From an optimization exercise on the open Yosys and OpenROAD flow, aimed at small area; shortcuts taken in it are not production practice. Where RTL was checked, it was by simulation tests only, not by an equivalence proof against the original. Only the layout flow was run in run 2; the RTL was not checked for function there. No activity file was given, so power comes from the tool's default toggle rates.

## flow/run.sh

```bash
#!/bin/bash
# synth_recipe.tcl (not shown) runs the flow's synth.tcl, then flattens the netlist and writes it again
# the make line also repeats each setting of config.mk as NAME=value (left out here)
make -C /OpenROAD-flow-scripts/flow DESIGN_CONFIG=/design/flow/config.mk WORK_HOME=/design/flow/orfs CLKGATE_MAP_FILE= SYNTH_SCRIPT=/design/flow/synth_recipe.tcl finish
```

## flow/config.mk

```make
export PLATFORM = sky130hd
export DESIGN_NAME = ata_pio_ctrl
export DESIGN_NICKNAME = ata_pio_ctrl
export VERILOG_FILES = /design/flow/design.v
export SDC_FILE = /design/flow/constraint.sdc
export NUM_CORES = 4
export LEC_CHECK = 0
export CAP_MARGIN = 20
export CORE_MARGIN = 2
export CORE_UTILIZATION = 40
export PLACE_DENSITY = 0.6
export SLEW_MARGIN = 20
```

## flow/constraint.sdc

```tcl
create_clock -name core_clock -period 14.0 [get_ports {clk}]
set_input_delay 2.8000 -clock core_clock [delete_from_list [all_inputs] [get_ports {clk}]]
set_output_delay 2.8000 -clock core_clock [all_outputs]
set_load 0.01 [all_outputs]
```

## flow/design.v

```verilog
module ata_identify_parser (
    input  wire [15:0] w80,         
    input  wire [15:0] w88,         
    input  wire        w53_2,       
    input  wire        ata8,        
    output reg  [3:0]  max_ata,     
    output reg  [2:0]  udma_sup,    
    output reg  [2:0]  udma_sel     
);
    always @(*) begin
        max_ata = 4'd0;
        if (w80 != 16'h0000 && w80 != 16'hFFFF) begin
            if      (w80[8]) max_ata = 4'd8;
            else if (w80[7]) max_ata = 4'd7;
            else if (w80[6]) max_ata = 4'd6;
            else if (w80[5]) max_ata = 4'd5;
            else if (w80[4]) max_ata = 4'd4;
            else if (w80[3]) max_ata = 4'd3;
            else if (w80[2]) max_ata = 4'd2;
        end
    end
    wire [6:0] sup = {w88[6] & ata8, w88[5:0]};
    wire [6:0] sel = {w88[14] & ata8, w88[13:8]};
    always @(*) begin
        udma_sup = 3'd7;
        udma_sel = 3'd7;
        if (w53_2 && w88 != 16'd0) begin
            if      (sup[6]) udma_sup = 3'd6;
            else if (sup[5]) udma_sup = 3'd5;
            else if (sup[4]) udma_sup = 3'd4;
            else if (sup[3]) udma_sup = 3'd3;
            else if (sup[2]) udma_sup = 3'd2;
            else if (sup[1]) udma_sup = 3'd1;
            else if (sup[0]) udma_sup = 3'd0;
            if      (sel[6]) udma_sel = 3'd6;
            else if (sel[5]) udma_sel = 3'd5;
            else if (sel[4]) udma_sel = 3'd4;
            else if (sel[3]) udma_sel = 3'd3;
            else if (sel[2]) udma_sel = 3'd2;
            else if (sel[1]) udma_sel = 3'd1;
            else if (sel[0]) udma_sel = 3'd0;
        end
    end
endmodule
module ata_pio_ctrl (
    input  wire        clk,
    input  wire        rst,
    input  wire        op_valid,
    output wire        op_ready,
    input  wire [7:0]  op_sel,
    input  wire [31:0] op_buf,
    input  wire [31:0] op_start,
    input  wire [31:0] op_count,
    input  wire [7:0]  op_arg,
    output reg         res_valid,
    output wire [2:0]  res_code,
    output wire [7:0]  res_value,
    output reg         ev_valid,
    input  wire        ev_ready,
    output reg  [3:0]  ev_kind,
    output wire [31:0] ev_addr,
    output wire [15:0] ev_wdata,
    input  wire [15:0] ev_rdata,
    output reg  [3:0]  tag,
    output reg         identified,
    output reg         int_enabled,
    output reg         selected_drive,
    output reg  [31:0] cursor_ptr,
    output wire [31:0] remaining,
    output reg  [31:0] lower_max,
    output reg  [31:0] upper_max,
    output reg  [31:0] sector_size,
    output wire        has_multiple,
    output reg         has_dma,
    output reg         has_lba48,
    output reg         has_flush_ext,
    output reg  [7:0]  max_multiple,
    output reg  [7:0]  cur_multiple,
    output wire [7:0]  max_ata,
    output wire [7:0]  udma_sup,
    output wire [7:0]  udma_sel
);
    localparam [3:0] K_R8 = 4'd0, K_R16 = 4'd1, K_W8 = 4'd2, K_W16 = 4'd3,
                     K_DLY = 4'd4, K_MR = 4'd5, K_MW = 4'd6, K_MASK = 4'd7,
                     K_UNMASK = 4'd8, K_EOI = 4'd9;
    localparam [2:0] R_OK = 3'd0, R_TIMEOUT = 3'd1, R_DEVERR = 3'd2,
                     R_PROTO = 3'd3, R_CAPABS = 3'd4, R_INVARG = 3'd5,
                     R_BUSY = 3'd6;
    localparam [3:0] T_NONE = 4'd0, T_READ = 4'd1, T_WRITE = 4'd2,
                     T_READ_MULT = 4'd3, T_WRITE_MULT = 4'd4,
                     T_SOFT_RESET = 4'd5, T_FLUSH = 4'd6, T_IDENTIFY = 4'd7,
                     T_SET_MULT = 4'd8;
    localparam [3:0] O_OTHER = 4'd0, O_IF = 4'd1, O_FL = 4'd2, O_SM = 4'd3,
                     O_RD = 4'd4, O_WR = 4'd5, O_XF = 4'd6, O_IR = 4'd7,
                     O_GE = 4'd8, O_BSY = 4'd9, O_DRQ = 4'd10, O_FAIL = 4'd11,
                     O_WBSY = 4'd12, O_WDRQ = 4'd13, O_WDRDY = 4'd14;
    localparam [5:0]
        S_IDLE = 6'd0,
        S_SR_A = 6'd1,  S_SR_B = 6'd2,  S_SR_C = 6'd3,  S_SR_D = 6'd4,
        S_SR_E = 6'd5,  S_SR_F = 6'd6,  S_SR_G = 6'd7,  S_SR_H = 6'd8,
        S_SD_A = 6'd9,  S_SD_B = 6'd10, S_SD_C = 6'd11, S_SD_D = 6'd12,
        S_SD_E = 6'd13,
        S_IF_A = 6'd14, S_IF_B = 6'd15,
        S_IM_A = 6'd16, S_IM_B = 6'd17,
        S_CR_A = 6'd18, S_CR_B = 6'd19, S_CR_C = 6'd20,
        S_FL_D = 6'd21, S_SM_D = 6'd22, S_SM_E = 6'd23, S_TF = 6'd24,
        S_PW_X = 6'd25, S_PW_F = 6'd26, S_W4P = 6'd27, S_FN_A = 6'd28,
        S_XF_A = 6'd29, S_XF_1 = 6'd30, S_XF_2 = 6'd31,
        S_ID_A = 6'd32, S_ID_W = 6'd33,
        S_SI_A = 6'd34, S_SI_B = 6'd35,
        S_GE_A = 6'd36, S_ONE_A = 6'd37, S_WB_OP = 6'd38, S_W4_OP = 6'd39,
        S_IR_A = 6'd40, S_CC_A = 6'd41, S_CC_B = 6'd42, S_EOI = 6'd43,
        S_IN_A = 6'd44, S_IN_B = 6'd45, S_DR_A = 6'd46, S_DR_B = 6'd47,
        S_HB = 6'd48;
    reg [5:0]  st;
    reg [3:0]  opc;
    reg        init;          
    reg [2:0]  r;             
    reg [31:0] cnt;           
    reg [7:0]  arg;           
    reg [15:0] rdq;           
    reg [31:0] start_q;
    reg        saved_int;
    reg [15:0] rem;
    reg        ok;
    reg [7:0]  s_mm, s_cm;
    reg        s_dma, s_u53, s_ext;
    reg [31:0] s_lo;
    reg [3:0]  s_ata;
    reg [3:0]  ata;
    assign max_ata = {4'd0, ata};
    assign op_ready  = (st == S_IDLE);
    assign res_code  = r;
    assign remaining = {16'd0, rem};
    assign has_multiple = (max_multiple != 8'd0);
    reg [2:0] usup, usel;
    assign udma_sup = {{5{&usup}}, usup};
    assign udma_sel = {{5{&usel}}, usel};
    assign res_value = (opc == O_GE)   ? rdq[7:0] :
                       (opc == O_BSY)  ? {7'd0, rdq[7]} :
                       (opc == O_DRQ)  ? {7'd0, rdq[3]} :
                       (opc == O_FAIL) ? {7'd0, rdq[0] | rdq[5]} : 8'd0;
    wire [7:0] s = ev_rdata[7:0];
    wire s_bsy  = s[7];
    wire s_drdy = s[6];
    wire s_drq  = s[3];
    wire s_err  = s[0];
    wire s_failed = s[0] | s[5];
    wire fire = ev_valid & ev_ready;
    wire [3:0] p_ata;
    wire [2:0] p_usup, p_usel;
    ata_identify_parser u_parser (
        .w80(ev_rdata), .w88(ev_rdata), .w53_2(s_u53), .ata8(ata[3]),
        .max_ata(p_ata), .udma_sup(p_usup), .udma_sel(p_usel)
    );
    wire        hb      = (st == S_HB);
    wire        hb_bit  = rem[~arg[3:0]];
    wire [32:0] add_a   = hb ? {cnt, 1'b0} : {1'b0, cnt};
    wire [32:0] add_b   = (hb && hb_bit) ? {1'b0, sector_size} : 33'd0;
    wire [32:0] sum     = add_a + add_b + {32'd0, ~hb};
    wire        hb_bad  = (sum > {2'b00, ~cursor_ptr[31:1]});
    wire        guard_ok  = identified && (tag == T_NONE);
    wire        count_bad = (op_count == 32'd0) ||
                            (op_count > (has_lba48 ? 32'd65535 : 32'd255));
    reg  [32:0] limit;
    always @(*) begin
        limit = (upper_max != 32'd0) ? 33'h1_0000_0000 : {1'b0, lower_max};
        if (!has_lba48 && limit > 33'h0_1000_0000)
            limit = 33'h0_1000_0000;
    end
    wire [32:0] end_sector = {1'b0, op_start} + {17'd0, op_count[15:0]};
    wire        rw_bad     = count_bad || (end_sector > limit) || (op_buf == 32'd0);
    wire        mult_mode = has_multiple && (cur_multiple != 8'd0);
    wire        is_write  = (opc == O_WR);
    wire [7:0]  rw_opcode = is_write ? (has_lba48 ? (mult_mode ? 8'h39 : 8'h34)
                                                  : (mult_mode ? 8'hC5 : 8'h30))
                                     : (has_lba48 ? (mult_mode ? 8'h29 : 8'h24)
                                                  : (mult_mode ? 8'hC4 : 8'h20));
    wire [3:0]  rw_tag    = is_write ? (mult_mode ? T_WRITE_MULT : T_WRITE)
                                     : (mult_mode ? T_READ_MULT  : T_READ);
    wire xf_is_mult = (tag == T_READ_MULT) || (tag == T_WRITE_MULT);
    wire xf_is_read = (tag == T_READ) || (tag == T_READ_MULT);
    wire xf_is_data = (tag == T_READ) || (tag == T_WRITE) || xf_is_mult;
    wire [7:0] mult_req = (max_multiple > 8'd8) ? 8'd8 : max_multiple;
    reg        wb_st;         
    reg        wb_bit;
    reg        wb_tgt;
    reg        wb_last;       
    always @(*) begin
        wb_st   = 1'b1;
        wb_bit  = s_bsy;
        wb_tgt  = 1'b0;
        wb_last = (cnt[19:0] == 20'd5998);                   
        case (st)
            S_SR_F: wb_last = (cnt[19:0] == 20'd559998);     
            S_SD_D: wb_last = (cnt[19:0] == 20'd8);          
            S_CR_A: ;
            S_CR_B: wb_bit = s_drq;
            S_CR_C: begin wb_bit = s_drdy; wb_tgt = 1'b1; end
            S_PW_X, S_PW_F: wb_last = (cnt[19:0] == 20'd199998);   
            S_WB_OP: begin
                wb_tgt = arg[0];
                wb_bit = (opc == O_WDRQ) ? s_drq : (opc == O_WDRDY) ? s_drdy : s_bsy;
            end
            default: wb_st = 1'b0;
        endcase
    end
    wire wb_hit = (wb_bit == wb_tgt);
    reg  [15:0] port;
    reg         mem;
    reg  [7:0]  wd;
    always @(*) begin
        ev_valid = 1'b1;
        ev_kind  = K_R8;
        port     = 16'h03F6;
        mem      = 1'b0;
        wd       = 8'h00;
        case (st)
            S_SR_B: begin ev_kind = K_W8; wd = 8'h06; end
            S_SR_C: ev_kind = K_DLY;
            S_SR_D: begin ev_kind = K_W8; wd = 8'h02; end
            S_SR_H: begin ev_kind = K_W8; wd = saved_int ? 8'h00 : 8'h02; end
            S_SD_B: begin ev_kind = K_W8; port = 16'h01F6; wd = {3'b111, arg[0], 4'h0}; end
            S_IF_B: begin ev_kind = K_W8; port = 16'h01F7; wd = 8'hEC; end
            S_FL_D: begin ev_kind = K_W8; port = 16'h01F7; wd = 8'hE7; end
            S_SM_D: begin ev_kind = K_W8; port = 16'h01F2; wd = arg; end
            S_SM_E: begin ev_kind = K_W8; port = 16'h01F7; wd = 8'hC6; end
            S_TF: begin
                ev_kind = K_W8;
                case (cnt[3:0])
                    4'd0: begin port = 16'h01F6;
                          wd = {3'b111, selected_drive, has_lba48 ? 4'h0 : start_q[27:24]}; end
                    4'd1: begin port = 16'h01F2; wd = rem[15:8];       end
                    4'd2: begin port = 16'h01F3; wd = start_q[31:24];  end
                    4'd3: begin port = 16'h01F4; wd = 8'h00;           end
                    4'd4: begin port = 16'h01F5; wd = 8'h00;           end
                    4'd5: begin port = 16'h01F2; wd = rem[7:0];        end
                    4'd6: begin port = 16'h01F3; wd = start_q[7:0];    end
                    4'd7: begin port = 16'h01F4; wd = start_q[15:8];   end
                    4'd8: begin port = 16'h01F5; wd = start_q[23:16];  end
                    default: begin port = 16'h01F7; wd = rw_opcode;    end
                endcase
            end
            S_XF_1: begin
                if (xf_is_read) begin ev_kind = K_R16; port = 16'h01F0; end
                else begin ev_kind = K_MR; mem = 1'b1; end
            end
            S_XF_2: begin
                wd = rdq[7:0];
                if (xf_is_read) begin ev_kind = K_MW; mem = 1'b1; end
                else begin ev_kind = K_W16; port = 16'h01F0; end
            end
            S_ID_W, S_DR_B: begin ev_kind = K_R16; port = 16'h01F0; end
            S_SI_A: begin ev_kind = K_W8; wd = arg[0] ? 8'h00 : 8'h02; end
            S_SI_B: begin ev_kind = arg[0] ? K_UNMASK : K_MASK; port = 16'd14; end
            S_GE_A: port = 16'h01F1;
            S_IR_A, S_IN_B: port = 16'h01F7;
            S_IN_A: port = 16'h01F6;
            S_EOI:  begin ev_kind = K_EOI; port = 16'd14; end
            S_IDLE, S_HB: ev_valid = 1'b0;
            default: if (wb_st && cnt[0]) ev_kind = K_DLY;
        endcase
    end
    assign ev_addr  = mem ? cursor_ptr : {16'd0, port};
    assign ev_wdata = {rdq[15:8], wd};
    task go;
        input [5:0] nxt;
        begin
            st  <= nxt;
            cnt <= 32'd0;
        end
    endtask
    task finish;
        input [2:0] code;
        begin
            r         <= code;
            res_valid <= 1'b1;
            st        <= S_IDLE;
        end
    endtask
    task clear_cursor;
        begin
            cursor_ptr <= 32'd0;
            rem        <= 16'd0;
        end
    endtask
    task sub_err;
        input [2:0] code;
        begin
            if (opc == O_IR) begin
                r <= code;
                go(S_EOI);
            end else
                finish(code);
        end
    endtask
    task negotiate;
        begin
            if (!has_multiple) begin
                cur_multiple <= 8'd0;
                go(S_IN_A);
            end else begin
                arg <= mult_req;
                opc <= O_SM;
                go(S_CR_A);
            end
        end
    endtask
    always @(posedge clk) begin
        if (rst) begin
            st             <= S_IDLE;
            res_valid      <= 1'b0;
            cnt            <= 32'd0;
            tag            <= T_NONE;
            identified     <= 1'b0;
            int_enabled    <= 1'b0;
            selected_drive <= 1'b0;
            cursor_ptr     <= 32'd0;
            rem            <= 16'd0;
            lower_max      <= 32'd0;
            upper_max      <= 32'd0;
            sector_size    <= 32'd0;
            has_dma        <= 1'b0;
            has_lba48      <= 1'b0;
            has_flush_ext  <= 1'b0;
            max_multiple   <= 8'd0;
            cur_multiple   <= 8'd0;
            ata            <= 4'd0;
            usup           <= 3'd0;
            usel           <= 3'd0;
        end else begin
            res_valid <= 1'b0;
            if (fire) rdq <= ev_rdata;
            if (wb_st) begin
                if (fire) begin
                    if (cnt[0]) cnt <= sum[31:0];
                    else if (wb_hit) begin
                        case (st)
                            S_SR_F:  go(S_SR_G);
                            S_SD_D:  go(S_SD_E);
                            S_CR_A:  go(S_CR_B);
                            S_CR_B:  go(S_CR_C);
                            S_CR_C:  go((opc == O_FL) ? S_FL_D : (opc == O_SM) ? S_SM_D : S_TF);
                            S_PW_X:  go((opc == O_IF) ? S_ID_A : S_XF_A);
                            S_PW_F:  go(S_FN_A);
                            default: finish(R_OK);
                        endcase
                    end else if (wb_last) begin
                        if (st == S_SR_F) begin
                            tag <= T_NONE;
                            clear_cursor;
                        end
                        if (st == S_CR_A || st == S_CR_B || st == S_CR_C)
                            clear_cursor;
                        finish(R_TIMEOUT);
                    end else
                        cnt <= sum[31:0];
                end
            end else
            case (st)
            S_IDLE: begin
                if (op_valid) begin
                    start_q <= op_start;
                    arg     <= (op_sel == 8'h01) ? 8'd0 : op_arg;
                    init    <= (op_sel == 8'h01);
                    cnt     <= 32'd0;
                    opc     <= O_OTHER;
                    case (op_sel)
                        8'h01: begin                     
                            int_enabled <= 1'b0;
                            identified  <= 1'b0;
                            st <= S_SR_A;
                        end
                        8'h02, 8'h03: begin              
                            opc <= (op_sel == 8'h03) ? O_WR : O_RD;
                            if (!guard_ok) finish(R_PROTO);
                            else if (rw_bad) finish(R_INVARG);
                            else begin
                                cursor_ptr <= op_buf;
                                rem        <= op_count[15:0];
                                arg        <= 8'd0;
                                st         <= S_HB;
                            end
                        end
                        8'h04: begin                     
                            opc <= O_FL;
                            if (!guard_ok) finish(R_PROTO);
                            else st <= S_CR_A;
                        end
                        8'h05: begin                     
                            if (tag != T_NONE) finish(R_PROTO);
                            else begin
                                int_enabled <= op_arg[0];
                                st <= S_SI_A;
                            end
                        end
                        8'h06: begin opc <= O_GE; st <= S_GE_A; end
                        8'h07: begin                     
                            opc <= O_IF;
                            if (tag != T_NONE) finish(R_PROTO);
                            else st <= S_IF_A;
                        end
                        8'h08: begin                     
                            if (tag != T_NONE) finish(R_PROTO);
                            else st <= S_SD_A;
                        end
                        8'h09: st <= S_SR_A;
                        8'h0A: begin opc <= O_WBSY;  st <= S_WB_OP; end
                        8'h0B: begin opc <= O_WDRQ;  st <= S_WB_OP; end
                        8'h0C: begin opc <= O_WDRDY; st <= S_WB_OP; end
                        8'h0D: begin opc <= O_BSY;  st <= S_ONE_A; end
                        8'h0E: begin opc <= O_DRQ;  st <= S_ONE_A; end
                        8'h0F: begin opc <= O_FAIL; st <= S_ONE_A; end
                        8'h10: st <= S_W4_OP;
                        8'h11: begin                     
                            opc <= O_XF;
                            if (!xf_is_data || rem == 16'd0) finish(R_PROTO);
                            else st <= S_XF_A;
                        end
                        8'h12: begin                     
                            opc <= O_SM;
                            if (!guard_ok || int_enabled) finish(R_PROTO);
                            else if (op_arg == 8'd0 || !has_multiple || op_arg > max_multiple)
                                finish(R_INVARG);
                            else st <= S_CR_A;
                        end
                        8'h20: begin opc <= O_IR; st <= S_IR_A; end
                        default: finish(R_INVARG);
                    endcase
                end
            end
            S_HB: begin
                if (hb_bad) begin
                    clear_cursor;
                    finish(R_INVARG);
                end else begin
                    cnt <= sum[31:0];
                    arg <= arg + 8'd1;
                    if (arg[3:0] == 4'd15) go(S_CR_A);
                end
            end
            S_SR_A: if (fire) begin
                if (s_bsy) finish(R_PROTO);
                else begin
                    saved_int   <= int_enabled;
                    int_enabled <= 1'b0;
                    tag         <= T_SOFT_RESET;
                    go(S_SR_B);
                end
            end
            S_SR_B: if (fire) go(S_SR_C);
            S_SR_C: if (fire) begin
                if (cnt[2:0] == 3'd4) go(S_SR_D);
                else cnt <= sum[31:0];
            end
            S_SR_D: if (fire) go(S_SR_E);
            S_SR_G: if (fire) begin
                if (s_failed) begin
                    tag <= T_NONE;
                    clear_cursor;
                    finish(R_DEVERR);
                end else begin
                    int_enabled <= saved_int;
                    go(S_SR_H);
                end
            end
            S_SR_H: if (fire) begin
                selected_drive <= 1'b0;
                tag <= T_NONE;
                clear_cursor;
                if (init) go(S_SD_A);
                else finish(R_OK);
            end
            S_SD_A: if (fire) begin
                if (s_bsy || s_drq) finish(R_PROTO);
                else go(S_SD_B);
            end
            S_SD_B: if (fire) go(S_SD_C);
            S_SD_E: if (fire) begin
                if (s_failed) finish(R_DEVERR);
                else begin
                    selected_drive <= arg[0];
                    if (init) begin
                        opc <= O_IF;
                        go(S_IF_A);
                    end else
                        finish(R_OK);
                end
            end
            S_IF_A: if (fire) begin
                if (s_bsy || s_drq || !s_drdy) finish(R_PROTO);
                else go(S_IF_B);
            end
            S_IF_B: if (fire) begin
                tag <= T_IDENTIFY;
                go(S_IM_A);
            end
            S_FL_D: if (fire) begin
                tag <= T_FLUSH;
                go(S_IM_A);
            end
            S_SM_D: if (fire) go(S_SM_E);
            S_SM_E: if (fire) begin
                tag <= T_SET_MULT;
                go(S_IM_A);
            end
            S_TF: if (fire) begin
                if (cnt[3:0] == 4'd9) begin
                    tag <= rw_tag;
                    go(S_IM_A);
                end else if (cnt[3:0] == 4'd0 && !has_lba48)
                    cnt <= 32'd5;
                else
                    cnt <= sum[31:0];
            end
            S_IM_B: if (fire) begin
                if (!s_bsy && s_err) begin
                    tag <= T_NONE;
                    clear_cursor;
                    finish(R_DEVERR);
                end else if (opc == O_SM) go(S_PW_F);
                else if (int_enabled) finish(R_OK);
                else if (opc == O_FL) go(S_PW_F);
                else go(S_PW_X);
            end
            S_FN_A: if (fire) begin : fn
                reg [2:0] code;
                if (!s_bsy && !s_drq) begin
                    tag <= T_NONE;
                    clear_cursor;
                    code = s_failed ? R_DEVERR : R_OK;
                end else
                    code = R_PROTO;
                if (opc == O_IF && !ok) code = R_CAPABS;
                if (opc == O_SM && code == R_OK) cur_multiple <= arg;
                if (init && code == R_OK) begin
                    if (opc == O_IF) negotiate;
                    else go(S_IN_A);
                end else
                    finish(code);
            end
            S_XF_A: if (fire) begin
                if (s_bsy) sub_err(R_BUSY);
                else if (!s_drq) begin
                    tag <= T_NONE;
                    clear_cursor;
                    sub_err(s_failed ? R_DEVERR : R_PROTO);
                end else begin
                    arg <= 8'd0;
                    go(S_XF_1);
                end
            end
            S_XF_1: if (fire) st <= S_XF_2;
            S_XF_2: if (fire) begin
                cursor_ptr <= cursor_ptr + 32'd2;
                st <= S_XF_1;
                if (sum[31:0] == sector_size) begin
                    cnt <= 32'd0;
                    rem <= rem - 16'd1;
                    arg <= arg + 8'd1;
                    if (!xf_is_mult || rem == 16'd1 || arg + 8'd1 == cur_multiple) begin
                        case (opc)
                            O_IR:    begin r <= R_OK; go(S_CC_A); end
                            O_XF:    finish(R_OK);
                            default: go(S_W4P);
                        endcase
                    end
                end else
                    cnt <= sum[31:0];
            end
            S_ID_A: if (fire) begin
                if (s_bsy) sub_err(R_BUSY);
                else if (!s_drq) begin
                    tag <= T_NONE;
                    clear_cursor;
                    sub_err(s_failed ? R_DEVERR : R_PROTO);
                end else
                    go(S_ID_W);
            end
            S_ID_W: if (fire) begin
                case (cnt[7:0])
                    8'd0:   ok    <= !ev_rdata[15];
                    8'd47:  s_mm  <= ev_rdata[7:0];
                    8'd49:  begin ok <= ok & ev_rdata[9]; s_dma <= ev_rdata[8]; end
                    8'd53:  s_u53 <= ev_rdata[2];
                    8'd59:  s_cm  <= ev_rdata[8] ? ev_rdata[7:0] : 8'd0;
                    8'd60:  s_lo[15:0] <= ev_rdata;
                    8'd61:  begin s_lo[31:16] <= ev_rdata; s_ext <= (ev_rdata[15:12] != 4'd0); end
                    8'd80:  s_ata <= p_ata;
                    8'd83: begin
                        ok <= ok & ev_rdata[13];
                        if (ok & ev_rdata[13]) begin
                            max_multiple  <= s_mm;
                            has_dma       <= s_dma;
                            cur_multiple  <= s_cm;
                            lower_max     <= s_lo;
                            upper_max     <= 32'd0;
                            ata           <= s_ata;
                            has_lba48     <= ev_rdata[10];
                            has_flush_ext <= ev_rdata[12];
                        end
                    end
                    8'd88:  if (ok) begin usup <= p_usup; usel <= p_usel; end
                    8'd100: if (ok && s_ext) lower_max[15:0]  <= ev_rdata;
                    8'd101: if (ok && s_ext) lower_max[31:16] <= ev_rdata;
                    8'd102: if (ok && s_ext) upper_max[15:0]  <= ev_rdata;
                    8'd103: if (ok && s_ext) upper_max[31:16] <= ev_rdata;
                    8'd117: if (ok) sector_size[15:0] <= ev_rdata;
                    8'd118: if (ok) sector_size <= (ata[3] && {ev_rdata, sector_size[15:0]} != 32'd0)
                                                   ? {ev_rdata, sector_size[15:0]} : 32'd256;
                    default: ;
                endcase
                if (cnt[7:0] == 8'd255) begin
                    identified <= ok;
                    case (opc)
                        O_IR: begin
                            if (ok) begin r <= R_OK; go(S_CC_A); end
                            else begin r <= R_CAPABS; go(S_EOI); end
                        end
                        default: go(S_W4P);
                    endcase
                end else
                    cnt <= sum[31:0];
            end
            S_SR_E, S_SD_C, S_IM_A, S_W4P, S_CC_A, S_W4_OP: if (fire) begin
                if (cnt[4:0] == 5'd19) begin
                    case (st)
                        S_SR_E:  go(S_SR_F);
                        S_SD_C:  go(S_SD_D);
                        S_IM_A:  go(S_IM_B);
                        S_W4P:   go((rem != 16'd0) ? S_PW_X : S_PW_F);
                        S_CC_A:  go(S_CC_B);
                        default: finish(R_OK);
                    endcase
                end else
                    cnt <= sum[31:0];
            end
            S_SI_A: if (fire) go(S_SI_B);
            S_SI_B, S_GE_A, S_ONE_A: if (fire) finish(R_OK);
            S_IR_A: if (fire) begin
                if (s_err || s_failed) begin
                    r <= R_DEVERR;
                    go(S_EOI);
                end else begin
                    case (tag)
                        T_READ, T_WRITE, T_READ_MULT, T_WRITE_MULT: begin
                            if (rem != 16'd0) go(S_XF_A);
                            else begin r <= R_OK; go(S_CC_A); end
                        end
                        T_SOFT_RESET, T_FLUSH, T_SET_MULT: begin
                            r <= R_OK;
                            go(S_CC_A);
                        end
                        T_IDENTIFY: go(S_ID_A);
                        default: begin
                            r <= R_PROTO;
                            go(S_EOI);
                        end
                    endcase
                end
            end
            S_CC_B: if (fire) begin
                if (!s_bsy && !s_drq) begin
                    tag <= T_NONE;
                    clear_cursor;
                end
                go(S_EOI);
            end
            S_EOI: if (fire) begin
                res_valid <= 1'b1;
                st        <= S_IDLE;
            end
            S_IN_A: if (fire) begin
                if (s[4]) finish(R_PROTO);
                else go(S_IN_B);
            end
            S_IN_B: if (fire) go(S_DR_A);
            S_DR_A: if (fire) begin
                if (!s_drq) finish(R_OK);
                else st <= S_DR_B;
            end
            S_DR_B: if (fire) begin
                if (cnt[7:0] == 8'd255) finish(R_OK);
                else begin
                    cnt <= sum[31:0];
                    st  <= S_DR_A;
                end
            end
            default: st <= S_IDLE;
            endcase
        end
    end
endmodule
```

==> run summary, run 1 <==
vias in the first global route 27,930; ys async rst share 0; DP Area 31,390 µm²; yosys warns 2; first-pass GRT wire length 183.7 mm; Clock Skews 31.66 ps; share of Yosys cell area claimed by the top area cell type 0.1620; TritonCTS Buffers 42; Post-synth top cells nand2_1 (475), nor2_1 (348), a21oi_1 (299); max_slew headroom 0.2315; number of synthesized flops with an enable pin 121; Inserted Diodes 0; power share of the combinational group 0.437; post_cts resized 0; Clock Power Share 0.255; antenna-violating nets left 0; Post-CTS Setup Inserts 0; core outline area 67,040 µm²; leakage 11.95 nW; Power Total 4.351 mW; Worst-path clk slew 60 ps; Crit path top cell by count a21oi_1; GR Overflow Total 0; hold_buf cts 0; largest net degree at the start of global routing 89; Netlist cell types 113; Hold Crit Class reg -> reg; Synth area leaders dfxtp_1 (16%), edfxtp_1 (13%), nand2_1 (6.6%); worst vdd ir 0.09319 mV; RSZ-0062 raised after global routing no; outcome complete, no violations; Net count, final 4,046; Mapped Cells 3,543; Final Max Slew Viols 0; wire length per cell 26.59 µm; hpwl dp 91.91 mm; chip width 264.1 µm; total track usage 0.3428; period utilization 0.6674; # setup viols final 0; vias 29,820; row count 95; Util after Layout 0.4890; CTS H-Tree Depth 2; CTS max path bufs 3; final instance area 32,780 µm²; share of layout cells above drive strength 1 0.06329; count of state elements after synthesis 340; Filler cells 6,706; P_int 2.413 mW; Final Hold Vio Count 0; Sink Count 340; Fin Setup TNS 0 ps; Seq. cell area 8021 µm²; initial antenna violation count 2; RD Place Congestion 1.069; Cell Area, Synth 27,070 µm²; critical path required time 14,420 ps; CP Launch Type input pin; CTS tree built; DRT iter0 DRCs 4,093; leading area contributor after synthesis dfxtp_1; register area share after synthesis 0.2962; Top Ports 409; Syn Area/Cell 7.640 µm²; actual slew at the worst max-slew pin 1144 ps; Synth-to-Final Area Change 21.11%; multi-input logic area 17,600 µm²; post-route minimum period 9344 ps; Sw Share 0.4455; DR DRC count 0; IO Port Bufs 388; CP max stage cell o21ai_1; Root Driver clkbuf_16; Die Height 264.1 µm; Max-cap violations 0; sw power 1.938 mW; Crit path largest cell delay 650 ps; CP Capture Type flip-flop; most frequent cell after synthesis nand2_1; CP max FO 34; vias per cell 6.370; worst hold margin 471.8 ps; Clock Latency Late Sink 610 ps; f_max 107.0 MHz; Die ar. 69,770 µm²; PwrDens 132.7 nW/µm²; DRT Wirelength 124.5 mm; DR pass1 iterations 8; Starting Density 0.4038; Seq pwr share 0.309; CP Class in -> reg; Primary FF master, synth dfxtp_1; Critical Path AT 9770 ps
==> stage by stage <==
stage,std cells,setup slack [ps]
after floorplan,3562,5646
after global placement,4605,4298
after detailed placement,4605,4219
after CTS,4681,4810
after global routing,4681,4169
final,4681,4656
==> kinds of logic (layout without fill, tap and decap cells) <==
kind of cell,Yosys count,count (layout),share of synthesized area
and+or+nand+nor,1542,1542,0.2751
AOI/OAI and AO/OA,986,986,0.2413
buffers and inverters,363,609,0.06028
DFF,340,340,0.2962
adders and majority gates,138,138,0.06462
xor gates and xnor gates,123,123,0.04086
muxes,50,50,0.02149
other,1,20,0.0001385
==> sequential cells by signal, summed over array words and instances (netlist names), 6 cells and up <==
name,flops
cur_multiple,8
rem,16
arg,8
s_mm,8
lower_max,32
st,6
s_cm,8
upper_max,32
start_q,32
s_lo,32
cnt,32
max_multiple,8
rdq,16
cursor_ptr,32
sector_size,32
==> metal layers <==
layer  GRT usage  wire [µm]  vias up
met4      0.1545       6306        2
met2      0.5278      54510     1692
li1            -          -    13500
met1      0.4593      51040    14250
met3     0.07457      12610      370
met5           0         10        -
==> power groups by stage <==
stage / Combinational, mW / Clock (mW) / Sequential [mW]
2_1_floorplan: 1.19 / 0 / 1.26
3_3_place_gp: 1.83 / 0 / 1.35
3_5_place_dp: 1.82 / 0 / 1.35
4_1_cts: 1.83 / 1.12 / 1.33
5_1_grt: 2.01 / 1.16 / 1.35
6_report: 1.90 / 1.11 / 1.34
==> path summary, 6_finish.rpt <==
path                         end  cells after the start    startpoint  slack (ps)
setup / recovery  cursor_ptr[19]                     27   op_count[0]        4660
hold / removal      upper_max[9]                      2  upper_max[9]         470
setup reg to reg  cursor_ptr[19]                     26         st[5]        4870
hold reg to reg     upper_max[9]                      2  upper_max[9]         470
==> worst max-delay path: cells and delay by family <==
| kind | cells | cell delay [ps] |
|---|---|---|
| and+or+nand+nor | 2 | 220 |
| buffers and inverters | 3 | 1100 |
| AOI/OAI and AO/OA | 18 | 4470 |
| adders and majority gates | 3 | 970 |
| xor gates and xnor gates | 1 | 180 |
==> cells in the final DEF (no fill, tap or decap), drive strengths merged, types with 84 or more instances in the layout <==
master         instances
nor4                  84
edfxtp               121
nand2                486
nor2                 350
o21ai                219
nand3                187
dfxtp                219
a21oi                302
ha                   135
clkdlybuf4s50        387
nor3                  93
==> cell type report <==
type | instances | area share
well taps | 873 | 0.03332
inverters | 75 | 0.008588
repair buffers | 458 | 0.1345
multi-input cells | 2859 | 0.5369
flip-flops and latches | 340 | 0.2447
clock buffers | 60 | 0.03660
clock inverters | 16 | 0.005344
==> inputs of run 2 (changes only) <==
--- a/flow/design.v
+++ b/flow/design.v
@@ -120,4 +120,4 @@
     reg [7:0]  arg;           
-    reg [15:0] rdq;           
-    reg [31:0] start_q;
+    reg [31:0] start_q;       
+    wire [15:0] rdq = start_q[15:0];
     reg        saved_int;
@@ -127,3 +127,2 @@
     reg        s_dma, s_u53, s_ext;
-    reg [31:0] s_lo;
     reg [3:0]  s_ata;
@@ -164,10 +163,10 @@
                             (op_count > (has_lba48 ? 32'd65535 : 32'd255));
-    reg  [32:0] limit;
-    always @(*) begin
-        limit = (upper_max != 32'd0) ? 33'h1_0000_0000 : {1'b0, lower_max};
-        if (!has_lba48 && limit > 33'h0_1000_0000)
-            limit = 33'h0_1000_0000;
-    end
     wire [32:0] end_sector = {1'b0, op_start} + {17'd0, op_count[15:0]};
-    wire        rw_bad     = count_bad || (end_sector > limit) || (op_buf == 32'd0);
+    wire        over32     = end_sector[32] && (end_sector[31:0] != 32'd0);
+    wire        over28     = (end_sector[32:29] != 4'd0) ||
+                             (end_sector[28] && end_sector[27:0] != 28'd0);
+    wire        over_low   = (end_sector > {1'b0, lower_max});
+    wire        bounds_bad = ((upper_max != 32'd0) ? over32 : over_low) ||
+                             (!has_lba48 && over28);
+    wire        rw_bad     = count_bad || bounds_bad || (op_buf == 32'd0);
     wire        mult_mode = has_multiple && (cur_multiple != 8'd0);
@@ -332,3 +331,4 @@
             res_valid <= 1'b0;
-            if (fire) rdq <= ev_rdata;
+            if (fire && (st == S_XF_1 || st == S_GE_A || st == S_ONE_A))
+                start_q[15:0] <= ev_rdata;
             if (wb_st) begin
@@ -586,4 +586,4 @@
                     8'd59:  s_cm  <= ev_rdata[8] ? ev_rdata[7:0] : 8'd0;
-                    8'd60:  s_lo[15:0] <= ev_rdata;
-                    8'd61:  begin s_lo[31:16] <= ev_rdata; s_ext <= (ev_rdata[15:12] != 4'd0); end
+                    8'd60:  start_q[15:0] <= ev_rdata;
+                    8'd61:  begin start_q[31:16] <= ev_rdata; s_ext <= (ev_rdata[15:12] != 4'd0); end
                     8'd80:  s_ata <= p_ata;
@@ -595,4 +595,2 @@
                             cur_multiple  <= s_cm;
-                            lower_max     <= s_lo;
-                            upper_max     <= 32'd0;
                             ata           <= s_ata;
@@ -603,9 +601,15 @@
                     8'd88:  if (ok) begin usup <= p_usup; usel <= p_usel; end
-                    8'd100: if (ok && s_ext) lower_max[15:0]  <= ev_rdata;
-                    8'd101: if (ok && s_ext) lower_max[31:16] <= ev_rdata;
-                    8'd102: if (ok && s_ext) upper_max[15:0]  <= ev_rdata;
-                    8'd103: if (ok && s_ext) upper_max[31:16] <= ev_rdata;
-                    8'd117: if (ok) sector_size[15:0] <= ev_rdata;
-                    8'd118: if (ok) sector_size <= (ata[3] && {ev_rdata, sector_size[15:0]} != 32'd0)
-                                                   ? {ev_rdata, sector_size[15:0]} : 32'd256;
+                    8'd100: if (s_ext) start_q[15:0]  <= ev_rdata;
+                    8'd101: if (s_ext) start_q[31:16] <= ev_rdata;
+                    8'd102: if (ok) begin
+                                lower_max <= start_q;
+                                upper_max[15:0] <= s_ext ? ev_rdata : 16'd0;
+                            end
+                    8'd103: if (ok) upper_max[31:16] <= s_ext ? ev_rdata : 16'd0;
+                    8'd117: if (ok) sector_size[15:0] <= ata[3] ? ev_rdata : 16'h0100;
+                    8'd118: if (ok) begin
+                                sector_size[31:16] <= ata[3] ? ev_rdata : 16'd0;
+                                if (ata[3] && ev_rdata == 16'd0 && sector_size[15:0] == 16'd0)
+                                    sector_size[8] <= 1'b1;
+                            end
                     default: ;
==> flow/flow/run.sh (new file) <==
#!/bin/bash
set -uo pipefail
FLOWDIR=$PWD/flow
bash standard.sh SYNTH_SCRIPT=$FLOWDIR/area_synth.tcl \
  "BUFFER_PORTS_ARGS=-buffer_cell sky130_fd_sc_hd__buf_1" finish > make_finish.log 2>&1
status=$?
cp orfs/logs/sky130hd/ata_pio_ctrl/base/*.log . 2>/dev/null || true
exit $status
==> flow/flow/area.abc (new file) <==
strash
&get -n
&fraig -x
&put
scorr
dc2
strash
&get -n
&dch -f
&nf -R 1000
&put
strash
&get -n
&dch -f
&nf -R 1000
&put
strash
&get -n
&dch -f
&nf -R 1000
&put
strash
&get -n
&nf -R 1000
&put
==> flow/flow/area_synth.tcl (new file) <==
# The standard flow's synthesis script with an area-oriented ABC mapping script.
proc synth {args} { yosys synth -nofsm -noshare {*}$args }
set ::area_abc_script [file join [file dirname [info script]] area.abc]
proc abc {args} {
  set i [lsearch -exact $args -script]
  if { $i >= 0 } { lset args [expr { $i + 1 }] $::area_abc_script }
  yosys abc {*}$args
}
source $::env(SCRIPTS_DIR)/synth.tcl
# left out here: clear keep_hierarchy, flatten, clean up, hide names made inside functions, write 1_2_yosys.v
==> flow/standard.sh (new file) <==
#!/bin/bash
# synth_recipe.tcl (not shown) runs the flow's synth.tcl, then flattens the netlist and writes it again
# the make line also repeats each setting of config.mk as NAME=value (left out here)
make -C /OpenROAD-flow-scripts/flow DESIGN_CONFIG=/design/flow/config.mk WORK_HOME=/design/flow/orfs CLKGATE_MAP_FILE= SYNTH_SCRIPT=/design/flow/synth_recipe.tcl "${@:-finish}"
removed: flow/run.sh
==> run 2 against run 1 <==
  * Cell area is 24% lower
  * Synthesized cell count is 24% lower
  * Worst setup slack worse by 2700 ps
  * Global-route usage is 2.7 points higher
  * Fmax is 22% lower
  * Clock skew is 1.7 ps lower
  * Wire length is 17% lower
  * First-iteration DRC count is 23% lower
  * Clock-buffer cell count is 4 lower
  * Register-to-register slack worse by 2900 ps
  * Critical path type is now reg -> reg
  * Critical endpoint is now cnt[20]
  * Largest cell class unchanged
==> run summary, run 2 <==
outcome complete, no violations; ys async rst share 0 (unchanged); Final Hold Vio Count 0 (unchanged); Primary FF master, synth dfxtp_1; share of Yosys cell area claimed by the top area cell type 0.2087 (+0.04677); critical path required time 14,500 ps (+80 ps); Max-cap violations 0 (unchanged); Final Max Slew Viols 0 (unchanged); CTS H-Tree Depth 2 (unchanged); number of synthesized flops with an enable pin 73 (-40%); CTS tree built; Syn Area/Cell 7.785 µm² (+1.9%); CP max FO 41 (+21%); leading area contributor after synthesis dfxtp_1; Placed Cells 3,799 (-18%); Sink Count 292 (-14%); Clock Latency Late Sink 590 ps (-20 ps); Post-synth top cells nor2_1 (434), nand2_1 (273), dfxtp_1 (219); IO Port Bufs 388 (unchanged); Top Ports 409 (unchanged); antenna-violating nets left 0 (unchanged); Cell Area, Synth 21,000 µm² (-22%); chip width 233.2 µm (-12%); worst vdd ir 0.1171 mV (+26%); RD Place Congestion 1.001 (-6.3%); post_cts resized 0 (unchanged); Die Height 233.2 µm (-12%); post-route minimum period 12,050 ps (+2705 ps); fin cells 3,870 (-17%); Clock Skews 29.95 ps (-1.716 ps); most frequent cell after synthesis nor2_1; DRT iter0 DRCs 3,148 (-23%); CP max stage cell a2111oi_0; RSZ-0062 raised after global routing no; vias per cell 6.397 (+0.44%); TritonCTS Buffers 37 (-12%); Critical Path AT 12,550 ps (+2780 ps); Worst-path clk slew 60 ps (about the same); Crit path top cell by count a21o_1; CTS max path bufs 3 (unchanged); register area share after synthesis 0.3131 (+0.01690); max_slew headroom 0.2594 (+0.02791); vias in the first global route 22,590 (-19%); # setup viols final 0 (unchanged); Netlist cell types 66 (-42%); Root Driver clkbuf_16; Synth-to-Final Area Change 18.48%; initial antenna violation count 6 (+4); count of state elements after synthesis 292 (-14%); share of layout cells above drive strength 1 0.04142 (-0.02187); Mapped Cells 2,698 (-24%); commonest cells after routing, fill and taps aside nor2_1 (431), buf_1 (387), nand2_1 (273), dfxtp_1 (219), a21oi_1 (198); core outline area 51,610 µm² (-23%); vias 24,760 (-17%); Crit path largest cell delay 800 ps (+150 ps); Power Total 3.524 mW (-19%); actual slew at the worst max-slew pin 1111 ps (-33.06 ps); Net count, final 3,427 (-15%); hpwl dp 79.79 mm (-13%); Hold Crit Class reg -> reg; largest net degree at the start of global routing 152 (+71%); CP Capture Type flip-flop; PwrDens 141.6 nW/µm² (+6.7%); yosys warns 2 (unchanged); GR Overflow Total 0 (unchanged); CP Class reg -> reg; wire length per cell 26.84 µm (+0.94%); leakage 9.582 nW (-20%); CP Launch Type flip-flop; DR pass1 iterations 8 (unchanged); Die ar. 54,360 µm² (-22%); row count 83 (-13%); Starting Density 0.4069 (+0.003178); first-pass GRT wire length 150.5 mm (-18%); Post-CTS Setup Inserts 0 (unchanged); hold_buf cts 0 (unchanged); f_max 82.99 MHz (-22%); DRT Wirelength 103.9 mm (-17%); DR DRC count 0 (unchanged); period utilization 0.8606 (+0.1932); total track usage 0.3695 (+0.02666); Fin Setup TNS 0 ps (unchanged); commonest non-fill, non-tap cell in the layout nor2_1; Synth area leaders dfxtp_1 (21%), edfxtp_1 (10%), ha_1 (8.0%)
## run 2: worst paths after layout
| path | from | end | slack (ps) | depth (start not counted) |
|---|---|---|---|---|
| worst max-delay path | st[1] | cnt[20] | 1950 | 46 |
| worst min-delay path | ata[2] | ata[2] | 460 | 2 |
| worst max register to register | st[1] | cnt[20] | 1950 | 46 |
| worst min register to register | ata[2] | ata[2] | 460 | 2 |
## run 2: final cells by class
cell class,count,area (µm²)
Clock inverter,12,161.4
Timing Repair Buffer,439,1856
Fill cell,5268,26730
Antenna cell,3,7.507
Sequential cell,292,6576
Clock buffer,56,1110
Multi-Input combinational cell,2301,14000
Tap cell,680,850.8
Inverter,87,326.6
## run 2: metal layers
layer	track usage	share of wire	up-vias	routed length, µm
met5	0	0.00035	-	36
met4	0.1493	0.042	4	4371
met3	0.06335	0.092	248	9573
met2	0.5785	0.45	1366	46250
met1	0.5029	0.42	12020	43650
li1	-	-	11120	-
## run 2: kinds of logic (layout without fill, tap and decap cells)
family | Yosys count | after routing | share of synthesized area
AO/OA/AOI/OAI | 766 | 766 | 0.2404
flip-flops | 292 | 292 | 0.3131
adder cells (fa/ha/maj) | 137 | 137 | 0.08268
buffers and inverters | 124 | 594 | 0.02877
multiplexers | 6 | 6 | 0.005838
XOR/XNOR | 113 | 113 | 0.04712
other | 1 | 23 | 0.0001785
AND/OR/NAND/NOR | 1259 | 1259 | 0.2819
## run 2: report_power, final
part / switching (mW) / total, mW / leakage, nW / internal, mW
combinational: 0.967 / 1.39 / 6.52 / 0.425
sequential: 0.162 / 1.12 / 2.44 / 0.957
clock: 0.421 / 1.01 / 0.614 / 0.591
## run 2: stage by stage
stage          hold WS (ps)    util  instance area (µm²)  worst slack, ps
3_3_place_gp          460.3  0.4561                23540             2302
3_5_place_dp          462.4  0.4569                23580             2248
6_report              464.5  0.4821                24890             1951
4_1_cts               470.3  0.4815                24850             2204
5_1_grt               493.4  0.4820                24880             1175
2_1_floorplan         471.3       -                21080            261.6
## run 2: worst max-delay path, delay by kind of cell, from the launching register on
kind	cells	cell delay, ps
XOR/XNOR	1	240
AND/OR/NAND/NOR	17	3450
adder cells (fa/ha/maj)	2	530
flip-flops	1	510
buffers and inverters	4	1450
AO/OA/AOI/OAI	22	5790
==> inputs of run 3 (changes only) <==
--- a/flow/design.v
+++ b/flow/design.v
@@ -125,5 +125,8 @@
     reg        ok;
-    reg [7:0]  s_mm, s_cm;
-    reg        s_dma, s_u53, s_ext;
-    reg [3:0]  s_ata;
+    wire [7:0] s_mm  = cnt[15:8];
+    wire [7:0] s_cm  = cnt[23:16];
+    wire [3:0] s_ata = cnt[27:24];
+    wire       s_dma = cnt[28];
+    wire       s_u53 = cnt[29];
+    wire       s_ext = cnt[30];
     reg [3:0]  ata;
@@ -580,11 +583,12 @@
             S_ID_W: if (fire) begin
+                cnt <= sum[31:0];
                 case (cnt[7:0])
                     8'd0:   ok    <= !ev_rdata[15];
-                    8'd47:  s_mm  <= ev_rdata[7:0];
-                    8'd49:  begin ok <= ok & ev_rdata[9]; s_dma <= ev_rdata[8]; end
-                    8'd53:  s_u53 <= ev_rdata[2];
-                    8'd59:  s_cm  <= ev_rdata[8] ? ev_rdata[7:0] : 8'd0;
+                    8'd47:  cnt[15:8]  <= ev_rdata[7:0];
+                    8'd49:  begin ok <= ok & ev_rdata[9]; cnt[28] <= ev_rdata[8]; end
+                    8'd53:  cnt[29] <= ev_rdata[2];
+                    8'd59:  cnt[23:16] <= ev_rdata[8] ? ev_rdata[7:0] : 8'd0;
                     8'd60:  start_q[15:0] <= ev_rdata;
-                    8'd61:  begin start_q[31:16] <= ev_rdata; s_ext <= (ev_rdata[15:12] != 4'd0); end
-                    8'd80:  s_ata <= p_ata;
+                    8'd61:  begin start_q[31:16] <= ev_rdata; cnt[30] <= (ev_rdata[15:12] != 4'd0); end
+                    8'd80:  cnt[27:24] <= p_ata;
                     8'd83: begin
@@ -625,4 +629,3 @@
                     endcase
-                end else
-                    cnt <= sum[31:0];
+                end
             end
==> flow/flow/run.sh (replaced) <==
#!/bin/bash
# The standard layout (standard.sh), with these changes:
#  - synthesis maps the logic with an area-oriented ABC script (area.abc)
#    and leaves adders to ABC instead of mapping them to adder cells; the
#    rest of synthesis is the standard flow's own script, so the registers are the
#    standard synthesis's;
#  - every port still gets a buffer, the smallest one (buf_1);
#  - clock tree synthesis adds no dummy loads.
# Each tool's output stays in this folder (make_finish.log and ORFS's logs).
set -uo pipefail
F=$PWD/flow
bash standard.sh SYNTH_SCRIPT=$F/area_synth.tcl ADDER_MAP_FILE= \
  "BUFFER_PORTS_ARGS=-buffer_cell sky130_fd_sc_hd__buf_1" \
  "CTS_ARGS=-sink_clustering_enable -repair_clock_nets -dont_use_dummy_load" \
  finish > make_finish.log 2>&1
status=$?
mkdir -p orfs_logs
cp orfs/logs/sky130hd/ata_pio_ctrl/base/*.log orfs_logs/ 2>/dev/null || true
exit $status
==> run 3 against run 2 <==
  * Worst setup slack got worse by 1300 ps
  * Clock-buffer cell count shrank 20
  * Sequential share of layout area decreased by 1.2 points
  * Final cell count shrank 1.2%
  * Synthesized cell count fell by 0.74%
  * Synthesized area shrank 6.3%
  * Critical path depth is 9 lower
  * First-iteration DRC count is 4.8% higher
  * Register-to-register slack worse by 90 ps
  * Via count rose by 2.5%
  * Cell area shrank 6.3%
==> run summary, run 3 <==
final worst setup slack 694.4 ps (-1257 ps); most frequent cell after synthesis nor2_1; WHS Endpoint has_flush_ext; CTS H-Tree Depth 2 (unchanged); period utilization 0.9504 (+0.08976); Netlist cell types 69 (+4.5%); share of Yosys cell area claimed by the top area cell type 0.2229 (+0.01414); Crit path largest cell delay 610 ps (-190 ps); f_max 75.16 MHz (-9.4%); HP Start has_flush_ext; number of synthesized flops with an enable pin 50 (-32%); Clock Latency Late Sink 570 ps (-20 ps); CP max stage cell a2111oi_1; DR DRC count 0 (unchanged); Starting Density 0.4035 (-0.003416); Place WS 109.1 ps (-2139 ps); cell family with most CP delay adder cells; Final Hold Vio Count 0 (unchanged); Clock Skews 39.67 ps (+9.718 ps); DR pass1 iterations 8 (unchanged); antenna-violating nets left 0 (unchanged); FF-to-FF path depth 47 (+2.2%); row count 81 (-2.4%); wire length per cell 27.58 µm (+2.7%); vias per cell 6.637 (+3.8%); hpwl dp 79.21 mm (-0.74%); R2R Path End cnt[10]; initial antenna violation count 4 (-2); critical path required time 14,480 ps (-20 ps); commonest cells after routing, fill and taps aside nor2_1 (435), buf_1 (385), nand2_1 (288), o21ai_0 (232), dfxtp_1 (219); CP Class in -> reg; DRT iter0 DRCs 3,300 (+4.8%); GR Overflow Total 0 (unchanged); yosys warns 2 (unchanged); leading area contributor after synthesis dfxtp_1; outcome complete, no violations; Critical Path AT 13,790 ps (+1240 ps); RD Place Congestion 1.002 (about the same); worst r2r src st[2]; Worst-path clk slew 50 ps (about the same); RSZ-0062 raised after global routing no; hold_buf cts 0 (unchanged); slack of the worst reg-to-reg path 1860 ps (-90 ps); Util after Layout 0.4783 (-0.003873); Post-synth top cells nor2_1 (440), nand2_1 (289), o21ai_0 (234); actual slew at the worst max-slew pin 1234 ps (+122.7 ps); worst vdd ir 0.08959 mV (-23%); TritonCTS Buffers 36 (-2.7%); vias 25,380 (+2.5%); count of state elements after synthesis 269 (-7.9%); CP Capture Type flip-flop; Cell Area, Synth 19,670 µm² (-6.3%); Hold Crit Class reg -> reg; Mapped Cells 2,678 (-0.74%); Primary FF master, synth dfxtp_1; core outline area 48,750 µm² (-5.6%); Die ar. 50,970 µm² (-6.2%); critical path launch point op_count[1]; ys async rst share 0 (unchanged); Die Height 225.8 µm (-3.2%); Fin Setup TNS 0 ps (unchanged); max_slew headroom 0.1755 (-0.08390); DRT Wirelength 105.4 mm (+1.5%); CP max FO 22 (-46%); Final Max Slew Viols 0 (unchanged); Synth area leaders dfxtp_1 (22%), nor2_1 (8.4%), edfxtp_1 (7.6%); Hold Crit Depth 2 (unchanged); Power Total 3.376 mW (-4.2%); CP Launch Type input pin; # setup viols final 0 (unchanged); Crit path top cell by count maj3_1; CP bufs+invs 4 (unchanged); post-route minimum period 13,310 ps (+1257 ps); chip width 225.8 µm (-3.2%); Sink Count 269 (-7.9%); share of layout cells above drive strength 1 0.04373 (+0.002308); Post-CTS Setup Inserts 0 (unchanged); first-pass GRT wire length 151.7 mm (+0.74%); CTS max path bufs 3 (unchanged); Syn Area/Cell 7.346 µm² (-5.6%); Top Ports 409 (unchanged); vias in the first global route 23,070 (+2.1%); largest net degree at the start of global routing 64 (-58%); CTS tree built; total track usage 0.3981 (+0.02857); leakage 7.737 nW (-19%); Root Driver clkbuf_16; Synth-to-Final Area Change 18.52% (about the same); Net count, final 3,290 (-4.0%); register area share after synthesis 0.2992 (-0.01390); IO Port Bufs 388 (unchanged); commonest non-fill, non-tap cell in the layout nor2_1; PwrDens 144.8 nW/µm² (+2.2%); Max-cap violations 0 (unchanged)
## run 3: cell types whose count changed in the layout (fill, tap and decap cells not counted), sizes merged, moves of 17 or more
cell / previous run / this run
maj3: 0 / 24
a211oi: 122 / 93
mux2i: 1 / 25
o21ai: 138 / 234
edfxtp: 73 / 50
a21oi: 198 / 215
and3: 74 / 42
xnor2: 52 / 69
clkbuf: 57 / 39
buf: 438 / 457
ha: 134 / 0
a21o: 49 / 13
clkinv: 94 / 51
## run 3: power by group
group          internal, mW  switching, mW
combinational         0.460           1.00
clock                 0.450          0.348
sequential            0.909          0.208
total                  1.82           1.56
## run 3: worst max path at each step
stage | endpoint | cells after the start
finish | cursor_ptr[18] | 37
global route | rem[0] | 38
CTS | cursor_ptr[18] | 37
detailed placement | cursor_ptr[18] | 37
global placement | cursor_ptr[28] | 37
floorplan | cursor_ptr[1] | 35
## run 3: metrics by stage
step                instance area, µm²  hold slack (ps)  std cells
global placement                 22390            474.5       3784
global route                     23310            510.9       3820
finish                           23310            490.4       3823
detailed placement               22390            478.7       3784
floorplan                        19740            453.4       2697
CTS                              23290            492.9       3820
## run 3: cell type report
| class | count | area [µm²] |
|---|---|---|
| Fill cell | 5111 | 25430 |
| Multi-Input combinational cell | 2339 | 13480 |
| Sequential cell | 269 | 5886 |
| Timing Repair Buffer | 460 | 2016 |
| Clock buffer | 36 | 900.9 |
| Tap cell | 664 | 830.8 |
| Inverter | 52 | 195.2 |
| Antenna cell | 3 | 7.507 |
## run 3: worst min-delay path, cell delays in order, from the launching register on
cell,delay (ps)
dfxtp_1,320
mux2i_1,70
nor2_1,70
## run 3: cells by family (layout without fill, tap and decap cells)
group / count (synthesis) / count (layout) / synth area share
xor+xnor: 123 / 123 / 0.05476
compound gates: 870 / 870 / 0.2868
simple gates: 1272 / 1272 / 0.3044
fa+ha+maj: 24 / 24 / 0.01221
buf+inv: 89 / 548 / 0.02404
mux: 30 / 30 / 0.01845
flops: 269 / 269 / 0.2992
other cells: 1 / 23 / 0.0001906
## run 3: routing by layer
layer | track usage | vias up | share of wire
li1 | - | 11200 | -
met5 | 0 | - | 0.00012
met3 | 0.1079 | 304 | 0.12
met4 | 0.1820 | 2 | 0.050
met2 | 0.6066 | 1721 | 0.43
met1 | 0.5229 | 12150 | 0.40
## run 3: repair_timing
| item | in CTS | in global routing |
|---|---|---|
| resized for setup | 0 | 1 |
| hold endpoints to repair | 0 | 0 |
| endpoints found under the setup margin | 0 | 24 |
==> inputs of run 4 (changes only) <==
--- a/flow/design.v
+++ b/flow/design.v
@@ -113,3 +113,3 @@
         S_IN_A = 6'd44, S_IN_B = 6'd45, S_DR_A = 6'd46, S_DR_B = 6'd47,
-        S_HB = 6'd48;
+        S_HB = 6'd48, S_BND = 6'd49;
     reg [5:0]  st;
@@ -166,3 +166,3 @@
                             (op_count > (has_lba48 ? 32'd65535 : 32'd255));
-    wire [32:0] end_sector = {1'b0, op_start} + {17'd0, op_count[15:0]};
+    wire [32:0] end_sector = {1'b0, start_q} + {17'd0, rem};
     wire        over32     = end_sector[32] && (end_sector[31:0] != 32'd0);
@@ -173,3 +173,3 @@
                              (!has_lba48 && over28);
-    wire        rw_bad     = count_bad || bounds_bad || (op_buf == 32'd0);
+    wire        rw_bad     = count_bad || (op_buf == 32'd0);
     wire        mult_mode = has_multiple && (cur_multiple != 8'd0);
@@ -261,3 +261,3 @@
             S_EOI:  begin ev_kind = K_EOI; port = 16'd14; end
-            S_IDLE, S_HB: ev_valid = 1'b0;
+            S_IDLE, S_HB, S_BND: ev_valid = 1'b0;
             default: if (wb_st && cnt[0]) ev_kind = K_DLY;
@@ -384,3 +384,3 @@
                                 arg        <= 8'd0;
-                                st         <= S_HB;
+                                st         <= S_BND;
                             end
@@ -434,2 +434,9 @@
             end
+            S_BND: begin
+                if (bounds_bad) begin
+                    clear_cursor;
+                    finish(R_INVARG);
+                end else
+                    st <= S_HB;
+            end
             S_HB: begin
==> flow/flow/run.sh (replaced) <==
#!/bin/bash
# The standard layout (standard.sh), with these changes:
#  - every port still gets a buffer, the smallest one (buf_1);
#  - clock tree synthesis uses clkbuf_4 and adds no dummy loads.
# Each tool's output stays in this folder (make_finish.log and ORFS's logs).
set -uo pipefail
F=$PWD/flow
bash standard.sh SYNTH_SCRIPT=$F/area_synth.tcl ADDER_MAP_FILE= \
  "BUFFER_PORTS_ARGS=-buffer_cell sky130_fd_sc_hd__buf_1" \
  "CTS_ARGS=-sink_clustering_enable -repair_clock_nets -dont_use_dummy_load -buf_list sky130_fd_sc_hd__clkbuf_4" \
  finish > make_finish.log 2>&1
status=$?
mkdir -p orfs_logs
cp orfs/logs/sky130hd/ata_pio_ctrl/base/*.log orfs_logs/ 2>/dev/null || true
exit $status
==> flow/flow/area.abc (replaced) <==
strash
&get -n
&fraig -x
&deepsyn -T 60
&put
strash
&get -n
&dch -f
&nf -R 1000
&put
==> run 4 against run 3 <==
  * The layout now fails its checks (setup timing)
  * Power fell by 2.7%
  * Hold slack worse by 8.7 ps
  * Worst setup slack got worse by 3000 ps
  * Synthesized cell count shrank 15%
==> run summary, run 4 <==
wire length per cell 26.80 µm (-2.8%); CP Capture Type flip-flop; row count 77 (-4.9%); Critical Path AT 16,970 ps (+3180 ps); critical path required time 14,700 ps (+220 ps); critical path launch point arg[0]; vias per cell 6.313 (-4.9%); max_slew headroom 0.1559 (-0.01959); DR pass1 iterations 12 (+4); initial antenna violation count 5 (+1); Post-synth top cells nand2_1 (317), nor2_1 (277), dfxtp_1 (219); Hold Crit Class reg -> reg; Crit path largest cell delay 470 ps (-140 ps); Max-cap violations 0 (unchanged); vias in the first global route 21,650 (-6.2%); worst vdd ir 0.08816 mV (-1.6%); DRT iter0 DRCs 2,800 (-15%); RSZ-0062 raised after global routing yes; post-route minimum period 16,270 ps (+2961 ps); ys async rst share 0 (unchanged); period utilization 1.162 (+0.2115); Top Ports 409 (unchanged); largest net degree at the start of global routing 49 (-23%); CP max FO 5 (-77%); Synth-to-Final Area Change 35.31%; total track usage 0.4003 (+0.002190); chip width 215.0 µm (-4.8%); leakage 9.161 nW (+18%); number of synthesized flops with an enable pin 50 (unchanged); PwrDens 136.4 nW/µm² (-5.8%); Die ar. 46,220 µm² (-9.3%); Power Total 3.285 mW (-2.7%); share of layout cells above drive strength 1 0.1926 (+0.1489); CTS tree built; Clock Latency Late Sink 850 ps (+280 ps); GR Overflow Total 0 (unchanged); CP Launch Type flip-flop; Root Driver clkbuf_4; TritonCTS Buffers 76 (+110%); CTS max path bufs 3 (unchanged); fin cells 3,660 (-4.3%); Primary FF master, synth dfxtp_1; count of state elements after synthesis 269 (unchanged); CP max stage cell edfxtp_1; Synth area leaders dfxtp_1 (25%), edfxtp_1 (8.4%), nand2_1 (6.7%); Util after Layout 0.5460 (+0.06775); HP Start has_flush_ext; commonest cells after routing, fill and taps aside buf_1 (387), nand2_1 (308), buf_4 (297), nor2_1 (256), dfxtp_1 (219); DRT Wirelength 98.09 mm (-7.0%); Net count, final 3,197 (-2.8%); Clock Skews 74.84 ps (+35.17 ps); antenna-violating nets left 0 (unchanged); Final Max Slew Viols 0 (unchanged); core outline area 44,120 µm² (-9.5%); yosys warns 2 (unchanged); Cell Area, Synth 17,810 µm² (-9.5%); actual slew at the worst max-slew pin 1261 ps (+27.83 ps); outcome failed layout checks; Placed Cells 3,491 (-7.7%); Sink Count 269 (unchanged); hold_buf cts 0 (unchanged); final worst setup slack -2267 ps (-2961 ps); leading area contributor after synthesis dfxtp_1; vias 23,110 (-8.9%); FF-to-FF path depth 96 (+100%); IO Port Bufs 388 (unchanged); Worst-path clk slew 60 ps (about the same); commonest non-fill, non-tap cell in the layout buf_1; Final Hold Vio Count 0 (unchanged); CP Class reg -> reg; RD Place Congestion 1.004 (+0.24%); Mapped Cells 2,286 (-15%); Syn Area/Cell 7.789 µm² (+6.0%); DR DRC count 0 (unchanged); Die Height 215.0 µm (-4.8%); worst r2r src arg[0]; Starting Density 0.4035 (about the same); first-pass GRT wire length 139.6 mm (-7.9%); f_max 61.47 MHz (-18%); Netlist cell types 66 (-4.3%); hpwl dp 72.29 mm (-8.7%); register area share after synthesis 0.3305 (+0.03135); # setup viols final 92 (+92); Hold Crit Depth 1 (-1); share of Yosys cell area claimed by the top area cell type 0.2462 (+0.02335); CTS H-Tree Depth 3 (+1); most frequent cell after synthesis nand2_1; SO Faults setup timing
## run 4: routing by layer
layer,GRT usage,part of all wire,up-vias
li1,-,-,10180
met1,0.5168,0.40,11060
met2,0.6125,0.43,1539
met3,0.1056,0.11,333
met4,0.2113,0.059,2
met5,0,0.00013,-
## run 4: repair_timing
action,CTS,global route
buffers inserted,56,31
pin swaps,72,81
gates resized for setup,70,119
cloned,1,3
setup endpoints to repair,97,98
## run 4: cell families (layout without fill, tap and decap cells)
family | count (synthesis) | after routing | synth area share
other | 1 | 25 | 0.0002106
adder cells (fa/ha/maj) | 46 | 46 | 0.02586
AO/OA/AOI/OAI | 682 | 683 | 0.2632
multiplexers | 20 | 20 | 0.01265
buffers and inverters | 89 | 846 | 0.02656
XOR/XNOR | 121 | 121 | 0.05952
AND/OR/NAND/NOR | 1058 | 1058 | 0.2814
flip-flops | 269 | 269 | 0.3305
## run 4: report_power, final
part	internal, mW	switching (mW)	total, mW
Clock	0.245	0.333	0.579
Combinational	0.611	1.04	1.65
Sequential	0.897	0.157	1.05
## run 4: layout make-up
type                    instances  area [µm²]
inverters                      52       195.2
clock buffers                  76       570.5
well taps                     592       740.7
diodes                          5       12.51
multi-input cells            1948       12510
repair buffers                718        4174
flip-flops and latches        269        5886
fillers                      4305       20030
## run 4: metrics by stage
| stage | hold WS [ps] | cell area, µm² | setup WS [ps] | setup TNS, ps |
|---|---|---|---|---|
| after detailed placement | 460.3 | 22050 | -2635 | -82440 |
| after global routing | 507.9 | 24090 | -3010 | -122830 |
| after CTS | 480.8 | 23280 | -1964 | -31910 |
| after floorplan | 466.0 | 18220 | -2146 | -23570 |
| after global placement | 474.5 | 22050 | -2060 | -35500 |
| final | 481.6 | 24090 | -2267 | -55060 |
## run 4: worst max-delay path, delay by kind of cell, from the launching register on
kind            cells  cell delay (ps)
buf+inv             3              350
compound gates     35             5500
xor+xnor            7             1140
simple gates       42             5800
fa+ha+maj           9             2850
flops               1              470
## run 4: path summary, 6_finish.rpt
kind	endpoint	slack (ps)
setup / recovery	cursor_ptr[30]	-2270
hold / removal	has_flush_ext	480
setup reg to reg	cursor_ptr[30]	-2270
hold reg to reg	has_flush_ext	480

[static timing again, ports no longer ideal]
In the flow no input, the clock included, has a driving cell. The finished layouts below were timed again as built, in two steps.
Step 1 (the two cells are an assumption about what drives the block):
set clk [get_ports {clk}]
set_driving_cell -lib_cell sky130_fd_sc_hd__clkbuf_16 $clk
set_driving_cell -lib_cell sky130_fd_sc_hd__buf_2 [delete_from_list [all_inputs] $clk]
Step 2, shift: input delay + t, output delay - t, t = (earliest + latest rising clock arrival at the registers) / 2. This alone moves slack from input paths to output paths.
a / b / c = ideal / step 1 / step 2; a / b = the first two.
run | t (ns) | setup WS [ns] | pins driven straight from the clock port
run 1 | 0.667 | 4.656 / 4.705 / 4.039 | 1
run 2 | 0.638 | 1.951 / 1.951 / 1.951 | 1
run 3 | 0.610 | 0.694 / 0.739 / 0.129 | 1
run 4 | 0.875 | -2.267 / -2.267 / -2.267 | 1
For run 1, which loses most, drivers alone change the setup slack by +0.049 ns; drivers and shift together by -0.617 ns.
